Source: an optimization exercise on an open RTL-to-GDS flow (aim: small area, a short achievable clock period and few clock cycles per item). Production flows keep margins and buffers that such runs may drop. The RTL was checked by simulation tests, not by an equivalence proof against the original design.

==> flow/design.v, too long to show whole: its modules and the start of the top module <==
// module curve_cal: 93 lines
// module cc_clamp: 10 lines
// module cc_front: 52 lines
// module cc_back: 31 lines
// module cc_mul17: 1460 lines
module curve_cal (
    input  wire        clk,
    input  wire        rst,
    input  wire        in_valid,
    output wire        in_ready,
    input  wire [15:0] in_raw_x,
    input  wire [15:0] in_raw_y,
    input  wire [31:0] in_hoff,
    input  wire [31:0] in_voff,
    input  wire [63:0] in_xscale,
    input  wire [63:0] in_yscale,
    output wire        out_valid,
    input  wire        out_ready,
    output wire [31:0] out_coord_x,
    output wire [31:0] out_coord_y,
    output wire [63:0] out_x,
    output wire [63:0] out_y
);
  // ...
==> flow/run.sh <==
#!/bin/bash
# synth_recipe.tcl (not shown) runs the flow's synth.tcl, then flattens the netlist and writes it again
# the make line also repeats each setting of config.mk as NAME=value (left out here)
make -C /OpenROAD-flow-scripts/flow DESIGN_CONFIG=/design/flow/config.mk WORK_HOME=/design/flow/orfs CLKGATE_MAP_FILE= SYNTH_SCRIPT=/design/flow/synth_recipe.tcl finish
==> flow/config.mk <==
export PLATFORM = sky130hd
export DESIGN_NAME = curve_cal
export DESIGN_NICKNAME = curve_cal
export VERILOG_FILES = /design/flow/design.v
export SDC_FILE = /design/flow/constraint.sdc
export NUM_CORES = 4
export LEC_CHECK = 0
export ABC_AREA = 1
export CAP_MARGIN = 20
export CORE_MARGIN = 2
export CORE_UTILIZATION = 40
export SLEW_MARGIN = 20
==> flow/constraint.sdc <==
create_clock -name core_clock -period 40.0 [get_ports {clk}]
set_input_delay 8.0000 -clock core_clock [delete_from_list [all_inputs] [get_ports {clk}]]
set_output_delay 8.0000 -clock core_clock [all_outputs]
set_load 0.01 [all_outputs]
==> impl_metrics.env, run 1 <==
export IMPL_area_sequential_mm2=0.0280
export IMPL_final_setup_viol_count=0
export IMPL_dpl_cell_count=15700
export IMPL_hold_path_startpoint="s2y_q[130]"
export IMPL_critical_path_depth=30
export IMPL_dr_wl_met3_um=37000
export IMPL_core_region_area_mm2=0.251
export IMPL_cts_hold_buf=0
export IMPL_layout_non_clock_buffers=580
export IMPL_drc=0
export IMPL_post_dp_cell_area_mm2=0.108
export IMPL_synth_common_cells="2015 x inv_1, 1975 x nand2_1, 1015 x xor2_1"
export IMPL_finish_utilization=0.446
export IMPL_share_of_cell_area_taken_by_multi_input_logic_gates=0.555
export IMPL_run_status="complete, no violations"
export IMPL_num_antenna_cells=15
export IMPL_r2r_slack_ns=28.59
export IMPL_critical_path_slowest_cell="clkdlybuf4s50_1"
export IMPL_layout_comb_gates_multi_input=8571
export IMPL_min_path_type="reg -> reg"
export IMPL_timing_rr_start="cy1_q[27]"
export IMPL_timing_final_crit_period_ns=13.05
export IMPL_maxUsedRoutingLayer="met5"
export IMPL_arrival_ns=13.70
export IMPL_total_of_clock_buffers_placed_in_the_layout=142
export IMPL_wl_per_cell_um=22.7
export IMPL_layout_cells_largest_class="multi-input combinational cells"
export IMPL_synth_warnings=3
export IMPL_fin_area_mm2=0.112
export IMPL_drt_met1_wl_um=159000
export IMPL_routabilityCongestion=0.979
export IMPL_synth_top_family_by_area="adder cells"
export IMPL_async_reset_ff_frac=0
export IMPL_type_of_the_setup_path_with_the_least_slack="in -> reg"
export IMPL_gr_max_usage_layer="met2"
export IMPL_clk_root_buffer_cell="clkbuf_16"
export IMPL_drt_pre_antenna_iters=8
export IMPL_postSynthAreaPerCell_um2=8.14
Testbench counts, summed over its fixed seeds: cycles 2,072, items 2,048.
==> module curve_cal, before the edit <==
module curve_cal (
    input  wire        clk,
    input  wire        rst,
    input  wire        in_valid,
    output wire        in_ready,
    input  wire [15:0] in_raw_x,
    input  wire [15:0] in_raw_y,
    input  wire [31:0] in_hoff,
    input  wire [31:0] in_voff,
    input  wire [63:0] in_xscale,
    input  wire [63:0] in_yscale,
    output wire        out_valid,
    input  wire        out_ready,
    output wire [31:0] out_coord_x,
    output wire [31:0] out_coord_y,
    output wire [63:0] out_x,
    output wire [63:0] out_y
);
    localparam W2 = 140;     
    wire [31:0] cx_in, cy_in;
    wire        mbx_in, mby_in;
    cc_clamp u_cx (.raw(in_raw_x), .off(in_hoff), .coord(cx_in), .maybe_big(mbx_in));
    cc_clamp u_cy (.raw(in_raw_y), .off(in_voff), .coord(cy_in), .maybe_big(mby_in));
    reg         rdy_q;       
    reg         v1;
    reg         mb1;         
    reg  [31:0] cx1_q, cy1_q;
    reg  [63:0] xs1_q, ys1_q;
    reg         ph;          
    reg         v2;
    reg  [W2-1:0] s2x_q, s2y_q;
    reg         ov;
    reg  [191:0] o_q;        
    reg         qv;
    reg  [191:0] q_q;
    wire        bigx, bigy;
    wire        adv    = ~qv;                          
    wire        busy   = v1 & (bigx | bigy) & ~ph;     
    wire        en1    = adv & ~busy;                  
    wire        s1_free = ~v1 | en1;
    wire        take   = in_valid & rdy_q;
    wire        o_free = ~ov | out_ready;
    wire [W2-1:0] s2x_d, s2y_d;
    wire [63:0]   rx, ry;
    wire [191:0]  r = {s2x_q[139:108], s2y_q[139:108], rx, ry};
    cc_front u_fx (.clk(clk), .en(adv), .ph(ph), .coord(cx1_q), .scale(xs1_q), .big(bigx), .st(s2x_d));
    cc_front u_fy (.clk(clk), .en(adv), .ph(ph), .coord(cy1_q), .scale(ys1_q), .big(bigy), .st(s2y_d));
    cc_back  u_bx (.st(s2x_q), .res(rx));
    cc_back  u_by (.st(s2y_q), .res(ry));
    wire v1_n  = take | (v1 & ~en1);
    wire mb1_n = s1_free ? (mbx_in | mby_in) : mb1;
    wire ph_n  = adv ? busy : ph;
    wire qv_n  = ~o_free & (qv | v2);
    always @(posedge clk) begin
        if (rst) begin
            rdy_q <= 1'b1;
            v1    <= 1'b0;
            mb1   <= 1'b0;
            ph    <= 1'b0;
            v2    <= 1'b0;
            ov    <= 1'b0;
            qv    <= 1'b0;
        end else begin
            rdy_q <= ~v1_n | (~qv_n & ~(mb1_n & ~ph_n));
            v1    <= v1_n;
            mb1   <= mb1_n;
            ph    <= ph_n;
            if (adv) v2 <= v1 & ~busy;
            if (o_free) ov <= qv | (v2 & adv);
            qv    <= qv_n;
        end
    end
    always @(posedge clk) begin
        if (s1_free) begin
            cx1_q <= cx_in;
            cy1_q <= cy_in;
            xs1_q <= in_xscale;
            ys1_q <= in_yscale;
        end
        if (adv) begin
            s2x_q <= s2x_d;
            s2y_q <= s2y_d;
        end
        if (~qv) q_q <= r;
        if (o_free) o_q <= qv ? q_q : r;
    end
    assign in_ready    = rdy_q;
    assign out_valid   = ov;
    assign out_coord_x = o_q[191:160];
    assign out_coord_y = o_q[159:128];
    assign out_x       = o_q[127:64];
    assign out_y       = o_q[63:0];
endmodule
==> module cc_clamp, before the edit <==
module cc_clamp (
    input  wire [15:0] raw,
    input  wire [31:0] off,
    output wire [31:0] coord,
    output wire        maybe_big
);
    wire signed [33:0] diff = $signed({18'd0, raw}) - $signed({{2{off[31]}}, off});
    assign coord     = diff[33] ? 32'd0 : diff[31:0];
    assign maybe_big = off[31] & ~(&off[30:16]);
endmodule
==> module cc_front, before the edit <==
module cc_front (
    input  wire         clk,
    input  wire         en,
    input  wire         ph,
    input  wire [31:0]  coord,
    input  wire [63:0]  scale,
    output wire         big,
    output wire [139:0] st
);
    wire        sb = scale[63];
    wire [10:0] eb = scale[62:52];
    wire [51:0] fb = scale[51:0];
    wire        e_zero = (eb == 11'd0);
    wire        e_max  = (eb == 11'h7ff);
    wire        f_zero = (fb == 52'd0);
    wire [52:0] m      = {~e_zero, fb};
    wire [10:0] eb_eff = e_zero ? 11'd1 : eb;
    assign big = |coord[31:17];
    wire        hi = big & ~ph;
    reg  [67:0] acc_q;
    wire [16:0] op = hi ? {2'd0, coord[31:17]} : coord[16:0];
    wire [67:0] ad = (big & ph) ? acc_q : 68'd0;
    wire [84:0] p;
    cc_mul17 u_mul (.a(op), .m(m), .add(ad), .p(p));
    always @(posedge clk)
        if (en & hi) acc_q <= p[67:0];
    integer i;
    reg [4:0]  lc;
    reg [5:0]  lm;
    always @(*) begin
        lc = 5'd0;
        for (i = 0; i < 32; i = i + 1)
            if (coord[i]) lc = i[4:0];
        lm = 6'd0;
        for (i = 0; i < 53; i = i + 1)
            if (m[i]) lm = i[5:0];
    end
    wire [6:0]  sa   = 7'd83 - {2'd0, lc} - {1'b0, lm};
    wire [11:0] cap  = {1'b0, eb_eff} + 12'd31;
    wire        capd = (cap <= {5'd0, sa});
    wire [6:0]  s1   = capd ? cap[6:0] : sa;
    wire        more = ~capd;
    wire [11:0] ebase = capd ? 12'd0 : (cap - {5'd0, sa});
    wire c_zero = (coord == 32'd0);
    wire b_nan  = e_max & ~f_zero;
    wire b_inf  = e_max & f_zero;
    wire b_zero = e_zero & f_zero;
    wire [1:0] kind = (b_nan | (b_inf & c_zero)) ? 2'd3 :
                      b_inf                      ? 2'd2 :
                      (b_zero | c_zero)          ? 2'd1 : 2'd0;
    assign st = {coord, p, s1, more, ebase, sb, kind};
endmodule
==> inputs of run 2 (changes only) <==
--- a/flow/design.v
+++ b/flow/design.v
@@ -19,11 +19,12 @@
     localparam W2 = 140;     
     wire [31:0] cx_in, cy_in;
-    wire        mbx_in, mby_in;
-    cc_clamp u_cx (.raw(in_raw_x), .off(in_hoff), .coord(cx_in), .maybe_big(mbx_in));
-    cc_clamp u_cy (.raw(in_raw_y), .off(in_voff), .coord(cy_in), .maybe_big(mby_in));
+    wire        bx_in, by_in, mbx_in, mby_in;
+    cc_clamp u_cx (.raw(in_raw_x), .off(in_hoff), .coord(cx_in), .big(bx_in), .maybe_big(mbx_in));
+    cc_clamp u_cy (.raw(in_raw_y), .off(in_voff), .coord(cy_in), .big(by_in), .maybe_big(mby_in));
     reg         rdy_q;       
     reg         v1;
     reg         mb1;         
     reg  [31:0] cx1_q, cy1_q;
+    reg         bx1_q, by1_q;    
     reg  [63:0] xs1_q, ys1_q;
     reg         ph;          
@@ -34,7 +35,6 @@
     reg         qv;
     reg  [191:0] q_q;
-    wire        bigx, bigy;
     wire        adv    = ~qv;                          
-    wire        busy   = v1 & (bigx | bigy) & ~ph;     
+    wire        busy   = v1 & (bx1_q | by1_q) & ~ph;   
     wire        en1    = adv & ~busy;                  
     wire        s1_free = ~v1 | en1;
@@ -44,6 +44,6 @@
     wire [63:0]   rx, ry;
     wire [191:0]  r = {s2x_q[139:108], s2y_q[139:108], rx, ry};
-    cc_front u_fx (.clk(clk), .en(adv), .ph(ph), .coord(cx1_q), .scale(xs1_q), .big(bigx), .st(s2x_d));
-    cc_front u_fy (.clk(clk), .en(adv), .ph(ph), .coord(cy1_q), .scale(ys1_q), .big(bigy), .st(s2y_d));
+    cc_front u_fx (.ph(ph), .coord(cx1_q), .big(bx1_q), .scale(xs1_q), .acc(s2x_q[90:23]), .st(s2x_d));
+    cc_front u_fy (.ph(ph), .coord(cy1_q), .big(by1_q), .scale(ys1_q), .acc(s2y_q[90:23]), .st(s2y_d));
     cc_back  u_bx (.st(s2x_q), .res(rx));
     cc_back  u_by (.st(s2y_q), .res(ry));
@@ -75,4 +75,6 @@
             cx1_q <= cx_in;
             cy1_q <= cy_in;
+            bx1_q <= bx_in;
+            by1_q <= by_in;
             xs1_q <= in_xscale;
             ys1_q <= in_yscale;
@@ -96,17 +98,24 @@
     input  wire [31:0] off,
     output wire [31:0] coord,
+    output wire        big,
     output wire        maybe_big
 );
-    wire signed [33:0] diff = $signed({18'd0, raw}) - $signed({{2{off[31]}}, off});
-    assign coord     = diff[33] ? 32'd0 : diff[31:0];
+    wire [16:0] lo  = {1'b0, raw} + {1'b0, ~off[15:0]} + 17'd1;
+    wire        c16 = lo[16];                  
+    wire [15:0] h0  = ~off[31:16];
+    wire [15:0] h1  = ~off[31:16] + 16'd1;
+    wire        neg = ~off[31] & ((|off[30:16]) | ~c16);
+    wire [15:0] h   = c16 ? h1 : h0;
+    wire        hb  = c16 ? (|h1[15:1]) : (|h0[15:1]);
+    assign coord     = neg ? 32'd0 : {h, lo[15:0]};
+    assign big       = ~neg & hb;
     assign maybe_big = off[31] & ~(&off[30:16]);
 endmodule
 module cc_front (
-    input  wire         clk,
-    input  wire         en,
     input  wire         ph,
     input  wire [31:0]  coord,
+    input  wire         big,
     input  wire [63:0]  scale,
-    output wire         big,
+    input  wire [67:0]  acc,
     output wire [139:0] st
 );
@@ -119,13 +128,9 @@
     wire [52:0] m      = {~e_zero, fb};
     wire [10:0] eb_eff = e_zero ? 11'd1 : eb;
-    assign big = |coord[31:17];
     wire        hi = big & ~ph;
-    reg  [67:0] acc_q;
     wire [16:0] op = hi ? {2'd0, coord[31:17]} : coord[16:0];
-    wire [67:0] ad = (big & ph) ? acc_q : 68'd0;
+    wire [67:0] ad = (big & ph) ? acc : 68'd0;
     wire [84:0] p;
     cc_mul17 u_mul (.a(op), .m(m), .add(ad), .p(p));
-    always @(posedge clk)
-        if (en & hi) acc_q <= p[67:0];
     integer i;
     reg [4:0]  lc;
==> run 2 against run 1 <==
  * Still clean
  * Area after synthesis decreased by 4.1%
  * Flip-flop and latch count decreased by 134
  * Non-clock buffer count decreased by 19
  * Count of clock-buffer cells in the layout decreased by 7
  * Core utilization decreased by 0.15 points
  * Sequential share of layout area decreased by 2.6 points
  * Routed wire length increased by 1.2%
  * First-iteration DRC count increased by 0.46%
  * Critical path type unchanged
==> impl_metrics.env, run 2 <==
export IMPL_run_status="complete, no violations"
export IMPL_viasPerCell=5.67
export IMPL_worst_path_max_fanout=27
export IMPL_drc=0
export IMPL_hold_path_depth=0
export IMPL_cell_with_the_most_instances_on_the_worst_path="nand2_1"
export IMPL_hold_path_endpoint="s2y_q[2]"
export IMPL_postRouteWirelength_um=365000
export IMPL_fin_tns_setup_ns=0
export IMPL_mostFrequentLayoutCells="1997 x inv_1, 1948 x nand2_1, 1027 x xor2_1, 967 x o22ai_1, 902 x nor2_1"
export IMPL_maxUsedRoutingLayer="met5"
export IMPL_die_h_um=496
export IMPL_synth_compound_area_share=0.158
export IMPL_row_count=180
export IMPL_grt_start_max_net_pins=130
export IMPL_cts_sink_count=865
export IMPL_antenna_violations_before_repair=16
export IMPL_wl_per_cell_um=23.6
export IMPL_synthCells=12200
export IMPL_final_setup_viol_count=0
export IMPL_post_route_cells_drive_above_1_share=0.0430
export IMPL_synth_common_cells="2010 x inv_1, 1954 x nand2_1, 1027 x xor2_1"
export IMPL_synthAdderAreaFrac=0.212
export IMPL_initial_utilization=0.403
export IMPL_place_hpwl_um=274000
export IMPL_slew_headroom=0.190
export IMPL_synth_edff_count=666
export IMPL_hold_path_startpoint="ys1_q[63]"
export IMPL_final_min_period_over_clock_period=0.295
export IMPL_synth_cell_type_count=76
export IMPL_drt_met1_wl_um=154000
export IMPL_layout_area_overhead_vs_synth_pct=10.4
export IMPL_postSynthAreaPerCell_um2=7.95
export IMPL_clk_root_buffer_cell="clkbuf_16"
export IMPL_timing_max_transition_violations_final=0
export IMPL_worst_setup_path_end_kind="flop"
export IMPL_drt_pre_antenna_iters=7
export IMPL_post_cts_setup_buffers=0
export IMPL_muxShareOfSynthArea=0.0252
export IMPL_synth_fp_nets=13600
export IMPL_area_sequential_mm2=0.0240
export IMPL_cts_repair_resized=0
export IMPL_post_synth_top_count_cell="inv_1"
export IMPL_pin_count=422
export IMPL_detailedRoute_firstIterationViolations=9369
export IMPL_synth_top_cell_by_area="edfxtp_1"
export IMPL_timing_final_crit_period_ns=11.81
export IMPL_most_frequent_standard_cell_in_the_layout_excluding_fill_and_tap_cells="inv_1"
export IMPL_ys_seq_area_frac=0.247
export IMPL_synth_top_family_by_area="adder cells"
export IMPL_cts_inserted_buffers=100
export IMPL_r2r_slack_ns=29.64
export IMPL_syn_area_mm2=0.0970
export IMPL_yosys_area_share_simple=0.143
export IMPL_synth_flop_cell="edfxtp_1"
export IMPL_crit_required_ns=40.51
export IMPL_insertion_delay_ns=0.79
export IMPL_max_slew_worst_pin_slew_ns=1.22
export IMPL_first_pass_grt_wire_length_um=548000
export IMPL_finish_utilization=0.445
export IMPL_num_fill_cells=24000
export IMPL_finish_net_count=13600
export IMPL_synth_ff_latch_count=865
export IMPL_timing_rr_start="bx1_q"
export IMPL_biggestRegsByFlops="o_q (192), q_q (192)"
export IMPL_portBuffers=421
export IMPL_global_route_overflow_total=0
export IMPL_die_width_um=496
export IMPL_synth_top_cell_area_share=0.206
export IMPL_wl_met2_um=159000
export IMPL_type_of_the_setup_path_with_the_least_slack="in -> reg"
export IMPL_number_of_global_route_vias_before_repair=88000
export IMPL_grt_usage=0.291
export IMPL_min_path_type="reg -> reg"
export IMPL_hold_viol=0
export IMPL_dr_wl_met3_um=36500
export IMPL_multiInputGateArea_mm2=0.0622
export IMPL_cts_max_level=3
export IMPL_synth_xor_area_share=0.102
export IMPL_arrival_ns=12.32
export IMPL_route_antenna_remaining_nets=0
export IMPL_clock_skew_final_ns=0.0370
export IMPL_cts_tree="done"
export IMPL_core_region_area_mm2=0.241
export IMPL_max_freq_ghz=0.0847
export IMPL_crit_path_max_incr_delay_ns=0.66
export IMPL_cts_buffer_depth=3
export IMPL_routabilityCongestion=0.978
export IMPL_async_reset_ff_frac=0
export IMPL_cts_hold_buf=0
export IMPL_maxCapViolCount=0
export IMPL_synth_warnings=3
export IMPL_critical_path_slowest_cell="clkinv_1"
export IMPL_synth_area_top_cells="edfxtp_1 21%, fa_1 17%, xor2_1 9.3%"
export IMPL_reg2reg_depth=34
export IMPL_worstReg2RegEnd="s2x_q[103]"
export IMPL_fp_dieArea_mm2=0.246
export IMPL_rsz0062_at_grt="false"
export IMPL_clkSlewWorstSetupHoldPaths_ns=0.06
export IMPL_critical_path_startpoint_type="input port"
export IMPL_dr_total_vias=87700
-- run 2: cell types whose count changed in the layout (fill, tap and decap cells not counted), moves of 34 or more --
cell / delta
a21oi_1: -43
edfxtp_1: -134
mux2i_1: +50
nor2_1: -57
o21ai_0: +35
o21ai_1: -34
-- run 2: per-layer routing --
metal	GRT usage	vias up
met5	0.000579	-
met3	0.0701	826
met2	0.447	4522
li1	-	39800
met1	0.394	42500
met4	0.112	14
-- run 2: worst max-delay path by stage --
stage | start | endpoint | slack (ns)
floorplan | out_ready | o_q[0] | 27.72
global placement | in_voff[2] | cy1_q[14] | 27.30
detailed placement | in_voff[2] | cy1_q[14] | 27.41
CTS | in_voff[2] | cy1_q[14] | 28.24
global route | in_raw_y[0] | cy1_q[14] | 27.56
finish | in_voff[2] | cy1_q[14] | 28.19
-- run 2: stage by stage --
step	setup slack [ns]	instance area (µm²)	instances	hold WS [ns]
floorplan	27.72	97000	12200	0.400
global placement	27.30	104000	15300	0.427
detailed placement	27.41	104000	15300	0.432
CTS	28.24	107000	15500	0.446
global route	27.56	107000	15500	0.447
finish	28.19	107000	15500	0.435
-- run 2: area by class of cell --
type,instances,share of cell area
Multi-Input combinational cell,8502,0.581
Sequential cell,865,0.224
Inverter,2155,0.0758
Timing Repair Buffer,561,0.0492
Tap cell,3185,0.0372
Clock buffer,135,0.0260
Clock inverter,55,0.00691
Antenna cell,8,0.000187
-- run 2: cells by family after synthesis --
group,after synthesis
XOR/XNOR,1127
multiplexers,244
adder cells (fa/ha/maj),1142
AO/OA/AOI/OAI,2598
flip-flops,865
buffers and inverters,2829
AND/OR/NAND/NOR,3391
-- run 2: critical path: cells and delay by family --
kind	cells	cell delay (ns)
AO/OA/AOI/OAI	6	1.19
adder cells (fa/ha/maj)	1	0.30
buffers and inverters	7	1.68
AND/OR/NAND/NOR	15	1.13
Testbench counts of run 2, summed over its fixed seeds: cycles 2,072, items 2,048.
==> inputs of run 3 (changes only) <==
--- a/flow/design.v
+++ b/flow/design.v
@@ -17,71 +17,71 @@
     output wire [63:0] out_y
 );
-    localparam W2 = 140;     
-    wire [31:0] cx_in, cy_in;
-    wire        bx_in, by_in, mbx_in, mby_in;
-    cc_clamp u_cx (.raw(in_raw_x), .off(in_hoff), .coord(cx_in), .big(bx_in), .maybe_big(mbx_in));
-    cc_clamp u_cy (.raw(in_raw_y), .off(in_voff), .coord(cy_in), .big(by_in), .maybe_big(mby_in));
-    reg         rdy_q;       
-    reg         v1;
-    reg         mb1;         
-    reg  [31:0] cx1_q, cy1_q;
-    reg         bx1_q, by1_q;    
-    reg  [63:0] xs1_q, ys1_q;
-    reg         ph;          
-    reg         v2;
+    localparam W2 = 106;     
+    localparam W3 = 140;     
+    reg          rdy_q;      
+    reg          v1;
+    reg  [223:0] s1_q;       
+    reg          v2;
+    reg          ph;         
     reg  [W2-1:0] s2x_q, s2y_q;
-    reg         ov;
+    reg          v3;
+    reg  [W3-1:0] s3x_q, s3y_q;
+    reg          ov;
     reg  [191:0] o_q;        
-    reg         qv;
+    reg          qv;
     reg  [191:0] q_q;
-    wire        adv    = ~qv;                          
-    wire        busy   = v1 & (bx1_q | by1_q) & ~ph;   
-    wire        en1    = adv & ~busy;                  
-    wire        s1_free = ~v1 | en1;
-    wire        take   = in_valid & rdy_q;
-    wire        o_free = ~ov | out_ready;
     wire [W2-1:0] s2x_d, s2y_d;
+    wire [W3-1:0] s3x_d, s3y_d;
     wire [63:0]   rx, ry;
-    wire [191:0]  r = {s2x_q[139:108], s2y_q[139:108], rx, ry};
-    cc_front u_fx (.ph(ph), .coord(cx1_q), .big(bx1_q), .scale(xs1_q), .acc(s2x_q[90:23]), .st(s2x_d));
-    cc_front u_fy (.ph(ph), .coord(cy1_q), .big(by1_q), .scale(ys1_q), .acc(s2y_q[90:23]), .st(s2y_d));
-    cc_back  u_bx (.st(s2x_q), .res(rx));
-    cc_back  u_by (.st(s2y_q), .res(ry));
-    wire v1_n  = take | (v1 & ~en1);
-    wire mb1_n = s1_free ? (mbx_in | mby_in) : mb1;
-    wire ph_n  = adv ? busy : ph;
-    wire qv_n  = ~o_free & (qv | v2);
+    wire [191:0]  r = {s3x_q[139:108], s3y_q[139:108], rx, ry};
+    wire bigx = s2x_q[105 - 32];             
+    wire bigy = s2y_q[105 - 32];
+    wire adv    = ~qv;                       
+    wire busy   = v2 & (bigx | bigy) & ~ph;  
+    wire en2    = adv & ~busy;               
+    wire s1_free = ~v1 | en2;
+    wire take   = in_valid & rdy_q;
+    wire o_free = ~ov | out_ready;
+    cc_prep  u_px (.raw(s1_q[223:208]), .off(s1_q[191:160]), .scale(s1_q[127:64]), .st(s2x_d));
+    cc_prep  u_py (.raw(s1_q[207:192]), .off(s1_q[159:128]), .scale(s1_q[63:0]),   .st(s2y_d));
+    cc_mulst u_mx (.ph(ph), .s2(s2x_q), .acc(s3x_q[90:23]), .st(s3x_d));
+    cc_mulst u_my (.ph(ph), .s2(s2y_q), .acc(s3y_q[90:23]), .st(s3y_d));
+    cc_back  u_bx (.st(s3x_q), .res(rx));
+    cc_back  u_by (.st(s3y_q), .res(ry));
+    wire v1_n   = take | (v1 & ~en2);
+    wire v2_n   = en2 ? v1 : v2;
+    wire ph_n   = adv ? busy : ph;
+    wire big2_n = en2 ? (s2x_d[105 - 32] | s2y_d[105 - 32]) : (bigx | bigy);
+    wire qv_n   = ~o_free & (qv | v3);
+    wire busy_n = v2_n & big2_n & ~ph_n;
     always @(posedge clk) begin
         if (rst) begin
             rdy_q <= 1'b1;
             v1    <= 1'b0;
-            mb1   <= 1'b0;
-            ph    <= 1'b0;
             v2    <= 1'b0;
+            ph    <= 1'b0;
+            v3    <= 1'b0;
             ov    <= 1'b0;
             qv    <= 1'b0;
         end else begin
-            rdy_q <= ~v1_n | (~qv_n & ~(mb1_n & ~ph_n));
+            rdy_q <= ~v1_n | (~qv_n & ~busy_n);
             v1    <= v1_n;
-            mb1   <= mb1_n;
+            v2    <= v2_n;
             ph    <= ph_n;
-            if (adv) v2 <= v1 & ~busy;
-            if (o_free) ov <= qv | (v2 & adv);
+            if (adv) v3 <= v2 & ~busy;
+            if (o_free) ov <= qv | (v3 & adv);
             qv    <= qv_n;
         end
     end
     always @(posedge clk) begin
-        if (s1_free) begin
-            cx1_q <= cx_in;
-            cy1_q <= cy_in;
-            bx1_q <= bx_in;
-            by1_q <= by_in;
-            xs1_q <= in_xscale;
-            ys1_q <= in_yscale;
-        end
-        if (adv) begin
+        if (s1_free) s1_q <= {in_raw_x, in_raw_y, in_hoff, in_voff, in_xscale, in_yscale};
+        if (en2) begin
             s2x_q <= s2x_d;
             s2y_q <= s2y_d;
         end
+        if (adv) begin
+            s3x_q <= s3x_d;
+            s3y_q <= s3y_d;
+        end
         if (~qv) q_q <= r;
         if (o_free) o_q <= qv ? q_q : r;
@@ -94,30 +94,13 @@
     assign out_y       = o_q[63:0];
 endmodule
-module cc_clamp (
-    input  wire [15:0] raw,
-    input  wire [31:0] off,
-    output wire [31:0] coord,
-    output wire        big,
-    output wire        maybe_big
-);
-    wire [16:0] lo  = {1'b0, raw} + {1'b0, ~off[15:0]} + 17'd1;
-    wire        c16 = lo[16];                  
-    wire [15:0] h0  = ~off[31:16];
-    wire [15:0] h1  = ~off[31:16] + 16'd1;
-    wire        neg = ~off[31] & ((|off[30:16]) | ~c16);
-    wire [15:0] h   = c16 ? h1 : h0;
-    wire        hb  = c16 ? (|h1[15:1]) : (|h0[15:1]);
-    assign coord     = neg ? 32'd0 : {h, lo[15:0]};
-    assign big       = ~neg & hb;
-    assign maybe_big = off[31] & ~(&off[30:16]);
-endmodule
-module cc_front (
-    input  wire         ph,
-    input  wire [31:0]  coord,
-    input  wire         big,
+module cc_prep (
+    input  wire [15:0]  raw,
+    input  wire [31:0]  off,
     input  wire [63:0]  scale,
-    input  wire [67:0]  acc,
-    output wire [139:0] st
+    output wire [105:0] st
 );
+    wire signed [33:0] diff = $signed({18'd0, raw}) - $signed({{2{off[31]}}, off});
+    wire [31:0] coord = diff[33] ? 32'd0 : diff[31:0];
+    wire        big   = |coord[31:17];
     wire        sb = scale[63];
     wire [10:0] eb = scale[62:52];
@@ -128,4 +111,33 @@
     wire [52:0] m      = {~e_zero, fb};
     wire [10:0] eb_eff = e_zero ? 11'd1 : eb;
+    integer i;
+    reg [5:0] lm;
+    always @(*) begin
+        lm = 6'd0;
+        for (i = 0; i < 53; i = i + 1)
+            if (m[i]) lm = i[5:0];
+    end
+    wire c_zero = (coord == 32'd0);
+    wire b_nan  = e_max & ~f_zero;
+    wire b_inf  = e_max & f_zero;
+    wire b_zero = e_zero & f_zero;
+    wire [1:0] kind = (b_nan | (b_inf & c_zero)) ? 2'd3 :
+                      b_inf                      ? 2'd2 :
+                      (b_zero | c_zero)          ? 2'd1 : 2'd0;
+    assign st = {coord, big, m, lm, eb_eff, sb, kind};
+endmodule
+module cc_mulst (
+    input  wire         ph,
+    input  wire [105:0] s2,
+    input  wire [67:0]  acc,
+    output wire [139:0] st
+);
+    wire [31:0] coord  = s2[105:74];
+    wire        big    = s2[73];
+    wire [52:0] m      = s2[72:20];
+    wire [5:0]  lm     = s2[19:14];
+    wire [10:0] eb_eff = s2[13:3];
+    wire        sb     = s2[2];
+    wire [1:0]  kind   = s2[1:0];
     wire        hi = big & ~ph;
     wire [16:0] op = hi ? {2'd0, coord[31:17]} : coord[16:0];
@@ -134,13 +146,9 @@
     cc_mul17 u_mul (.a(op), .m(m), .add(ad), .p(p));
     integer i;
-    reg [4:0]  lc;
-    reg [5:0]  lm;
+    reg [4:0] lc;
     always @(*) begin
         lc = 5'd0;
         for (i = 0; i < 32; i = i + 1)
             if (coord[i]) lc = i[4:0];
-        lm = 6'd0;
-        for (i = 0; i < 53; i = i + 1)
-            if (m[i]) lm = i[5:0];
     end
     wire [6:0]  sa   = 7'd83 - {2'd0, lc} - {1'b0, lm};
@@ -150,11 +158,4 @@
     wire        more = ~capd;
     wire [11:0] ebase = capd ? 12'd0 : (cap - {5'd0, sa});
-    wire c_zero = (coord == 32'd0);
-    wire b_nan  = e_max & ~f_zero;
-    wire b_inf  = e_max & f_zero;
-    wire b_zero = e_zero & f_zero;
-    wire [1:0] kind = (b_nan | (b_inf & c_zero)) ? 2'd3 :
-                      b_inf                      ? 2'd2 :
-                      (b_zero | c_zero)          ? 2'd1 : 2'd0;
     assign st = {coord, p, s1, more, ebase, sb, kind};
 endmodule
--- a/flow/config.mk
+++ b/flow/config.mk
@@ -9,4 +9,5 @@
 export CAP_MARGIN = 20
 export CORE_MARGIN = 2
-export CORE_UTILIZATION = 40
+export CORE_UTILIZATION = 55
+export PLACE_DENSITY = 0.7
 export SLEW_MARGIN = 20
==> run 3 against run 2 <==
  * Synthesized cell count increased by 3.4%
  * Final cell count shrank 1.5%
  * Critical path type is now reg -> reg
  * First-iteration DRC count up 6.7%
  * Flip-flop and latch count grew 242
  * Still clean on timing, DRC and antenna
  * Non-clock buffer count decreased by 12
  * Routed wire length is 2.8% lower
==> impl_metrics.env, run 3 <==
export IMPL_finish_utilization=0.603
export IMPL_ys_seq_area_frac=0.298
export IMPL_synth_cell_type_count=83
export IMPL_maxCapViolCount=0
export IMPL_drt_pre_antenna_iters=7
export IMPL_core_region_area_mm2=0.190
export IMPL_grt_usage=0.362
export IMPL_number_of_global_route_vias_before_repair=89100
export IMPL_num_fill_cells=16800
export IMPL_cts_inserted_buffers=115
export IMPL_fp_dieArea_mm2=0.194
export IMPL_critical_path_slowest_cell="buf_4"
export IMPL_syn_area_mm2=0.105
export IMPL_most_frequent_standard_cell_in_the_layout_excluding_fill_and_tap_cells="inv_1"
export IMPL_cts_tree="done"
export IMPL_final_setup_viol_count=0
export IMPL_worst_hold_slack_ns=0.422
export IMPL_post_synth_top_count_cell="inv_1"
export IMPL_synth_ff_latch_count=1107
export IMPL_worst_setup_path_end_kind="flop"
export IMPL_cts_sink_count=1107
export IMPL_timing_final_crit_period_ns=10.96
export IMPL_insertion_delay_ns=0.85
export IMPL_row_count=160
export IMPL_arrival_ns=11.56
export IMPL_worst_path_max_fanout=56
export IMPL_hold_viol=0
export IMPL_synth_warnings=4
export IMPL_die_h_um=440
export IMPL_place_hpwl_um=266000
export IMPL_first_pass_grt_wire_length_um=536000
export IMPL_drc=0
export IMPL_postRouteWirelength_um=355000
export IMPL_initial_utilization=0.552
export IMPL_die_width_um=440
export IMPL_synth_flop_cell="edfxtp_1"
export IMPL_largest_register_ffs=224
export IMPL_max_slew_worst_pin_slew_ns=1.22
export IMPL_synth_edff_count=908
export IMPL_muxShareOfSynthArea=0.0227
export IMPL_timing_max_transition_violations_final=0
export IMPL_synth_area_top_cells="edfxtp_1 26%, fa_1 16%, xor2_1 8.6%"
export IMPL_post_cts_setup_buffers=0
export IMPL_finish_net_count=14000
export IMPL_async_reset_ff_frac=0
export IMPL_viasPerCell=5.93
export IMPL_synth_xor_area_share=0.0935
export IMPL_routabilityCongestion=1.01
export IMPL_pin_count=422
export IMPL_clock_skew_final_ns=0.102
export IMPL_fin_tns_setup_ns=0
export IMPL_fin_area_mm2=0.114
export IMPL_layout_area_overhead_vs_synth_pct=9.17
export IMPL_synth_top_cell_area_share=0.260
export IMPL_detailedRoute_firstIterationViolations=9996
export IMPL_cts_max_level=3
export IMPL_post_route_cells_drive_above_1_share=0.0422
export IMPL_postSynthAreaPerCell_um2=8.31
export IMPL_min_path_type="reg -> reg"
export IMPL_clkSlewWorstSetupHoldPaths_ns=0.07
export IMPL_route_antenna_remaining_nets=0
export IMPL_rsz0062_at_grt="false"
export IMPL_crit_path_max_incr_delay_ns=0.83
export IMPL_clk_root_buffer_cell="clkbuf_16"
export IMPL_wl_per_cell_um=23.3
export IMPL_stdcell_count=15200
export IMPL_critical_path_startpoint_type="flop"
export IMPL_crit_required_ns=40.59
export IMPL_synth_top_family_by_area="adder cells"
export IMPL_yosys_area_share_simple=0.133
export IMPL_portBuffers=421
export IMPL_max_freq_ghz=0.0912
export IMPL_synth_common_cells="2180 x inv_1, 1950 x nand2_1, 1029 x xor2_1"
export IMPL_type_of_the_setup_path_with_the_least_slack="reg -> reg"
export IMPL_synth_fp_nets=14000
export IMPL_synth_compound_area_share=0.145
export IMPL_run_status="complete, no violations"
export IMPL_biggestRegsByFlops="s1_q (224), o_q (192), q_q (192)"
export IMPL_cts_buffer_depth=3
export IMPL_final_min_period_over_clock_period=0.274
export IMPL_antenna_violations_before_repair=8
export IMPL_slew_headroom=0.184
export IMPL_dpl_cell_count=15000
export IMPL_registers_top_by_ff_count="s1_q"
export IMPL_cts_hold_buf=0
export IMPL_synth_top_cell_by_area="edfxtp_1"
export IMPL_post_dp_cell_area_mm2=0.110
export IMPL_mostFrequentLayoutCells="2166 x inv_1, 1947 x nand2_1, 1026 x xor2_1, 964 x o22ai_1, 936 x nor2_1"
export IMPL_dr_total_vias=90200
export IMPL_grt_start_max_net_pins=144
export IMPL_cts_repair_resized=0
export IMPL_synthAdderAreaFrac=0.196
export IMPL_global_route_overflow_total=0
export IMPL_synthCells=12600
## run 3: changes by cell type after synthesis, sizes merged, moves of 16 or more
cell    previous run  this run
edfxtp           666       908
inv             2066      2222
a32o              59        26
a21oi            407       439
clkinv            89       112
nor2             938       959
clkbuf           494       474
nor3              78        94
nor4              62        46
## run 3: area by class of cell
type	count	area, µm²	area share
diodes	4	10.0	0.0000875
clock buffers	147	3180	0.0278
clock inverters	73	820	0.00717
inverters	2334	8790	0.0768
multi-input cells	8503	62000	0.542
flip-flops and latches	1107	31300	0.273
well taps	2511	3140	0.0275
repair buffers	549	5210	0.0456
## run 3: stage by stage
step / setup WS [ns]
6_report: 29.04
5_1_grt: 28.55
4_1_cts: 29.23
3_5_place_dp: 29.06
3_3_place_gp: 29.10
2_1_floorplan: 23.91
## run 3: worst paths after layout
kind                                from    endpoint  slack [ns]  cells after the start
worst min register to register  s2x_q[0]    s3x_q[0]        0.42                      0
worst min-delay path            s2x_q[0]    s3x_q[0]        0.42                      0
worst max register to register        ph  s3y_q[101]       29.04                     37
worst max-delay path                  ph  s3y_q[101]       29.04                     37
## run 3: worst max-delay path: cells and delay by family, from the launching register on
kind / cells / cell delay (ns)
buf+inv: 7 / 1.81
compound gates: 13 / 3.07
xor+xnor: 2 / 0.33
fa+ha+maj: 6 / 2.95
flops: 1 / 0.41
simple gates: 9 / 2.14
## run 3: cells by family (layout without fill, tap and decap cells)
logic type | count (synthesis) | in the layout
simple gates | 3417 | 3417
buf+inv | 2995 | 3103
compound gates | 2589 | 2589
fa+ha+maj | 1140 | 1140
xor+xnor | 1119 | 1119
flops | 1107 | 1107
mux | 238 | 238
other cells | 0 | 4
## run 3: per-layer routing
metal / global-route usage / vias up / part of all wire
met2: 0.553 / 5058 / 0.44
met4: 0.161 / 10 / 0.051
met1: 0.483 / 43000 / 0.40
met3: 0.0946 / 1043 / 0.11
met5: 0 / - / 0.00020
li1: - / 41200 / -
Testbench counts of run 3, summed over its fixed seeds: cycles 2,080, items 2,048.

[static timing again, ports no longer ideal]
How much do the figures lean on ideal ports? The routed layouts below were timed once more, with nothing changed but the port constraints.
Step 1 sets driving cells, clkbuf_16 on the clock port and buf_2 on the other inputs (assumed; they add their load-dependent delay and slew).
Step 2 adds t to the input delays and takes it off the output delays; t is the mean of the earliest and latest rising clock arrival at the registers after step 1. Input paths then give back, and output paths get back, about the clock's delay inside the block.
Three values: ideal ports, drivers, drivers and shift; two values: the first two.
run	t (ns)	slack for setup (ns)	clock arrival spread, ns	cell pins on the clock port's net
run 1	0.867	26.948 / 27.007 / 26.139	0.083 / 0.083	1
run 2	0.867	28.188 / 28.263 / 27.396	0.038 / 0.038	1
run 3	0.889	29.039 / 29.039 / 28.998	0.102 / 0.102	1
After both steps every run listed still meets setup and hold. The setup slack of run 1, which loses most, moves by +0.059 ns with the drivers and by -0.809 ns with both steps.
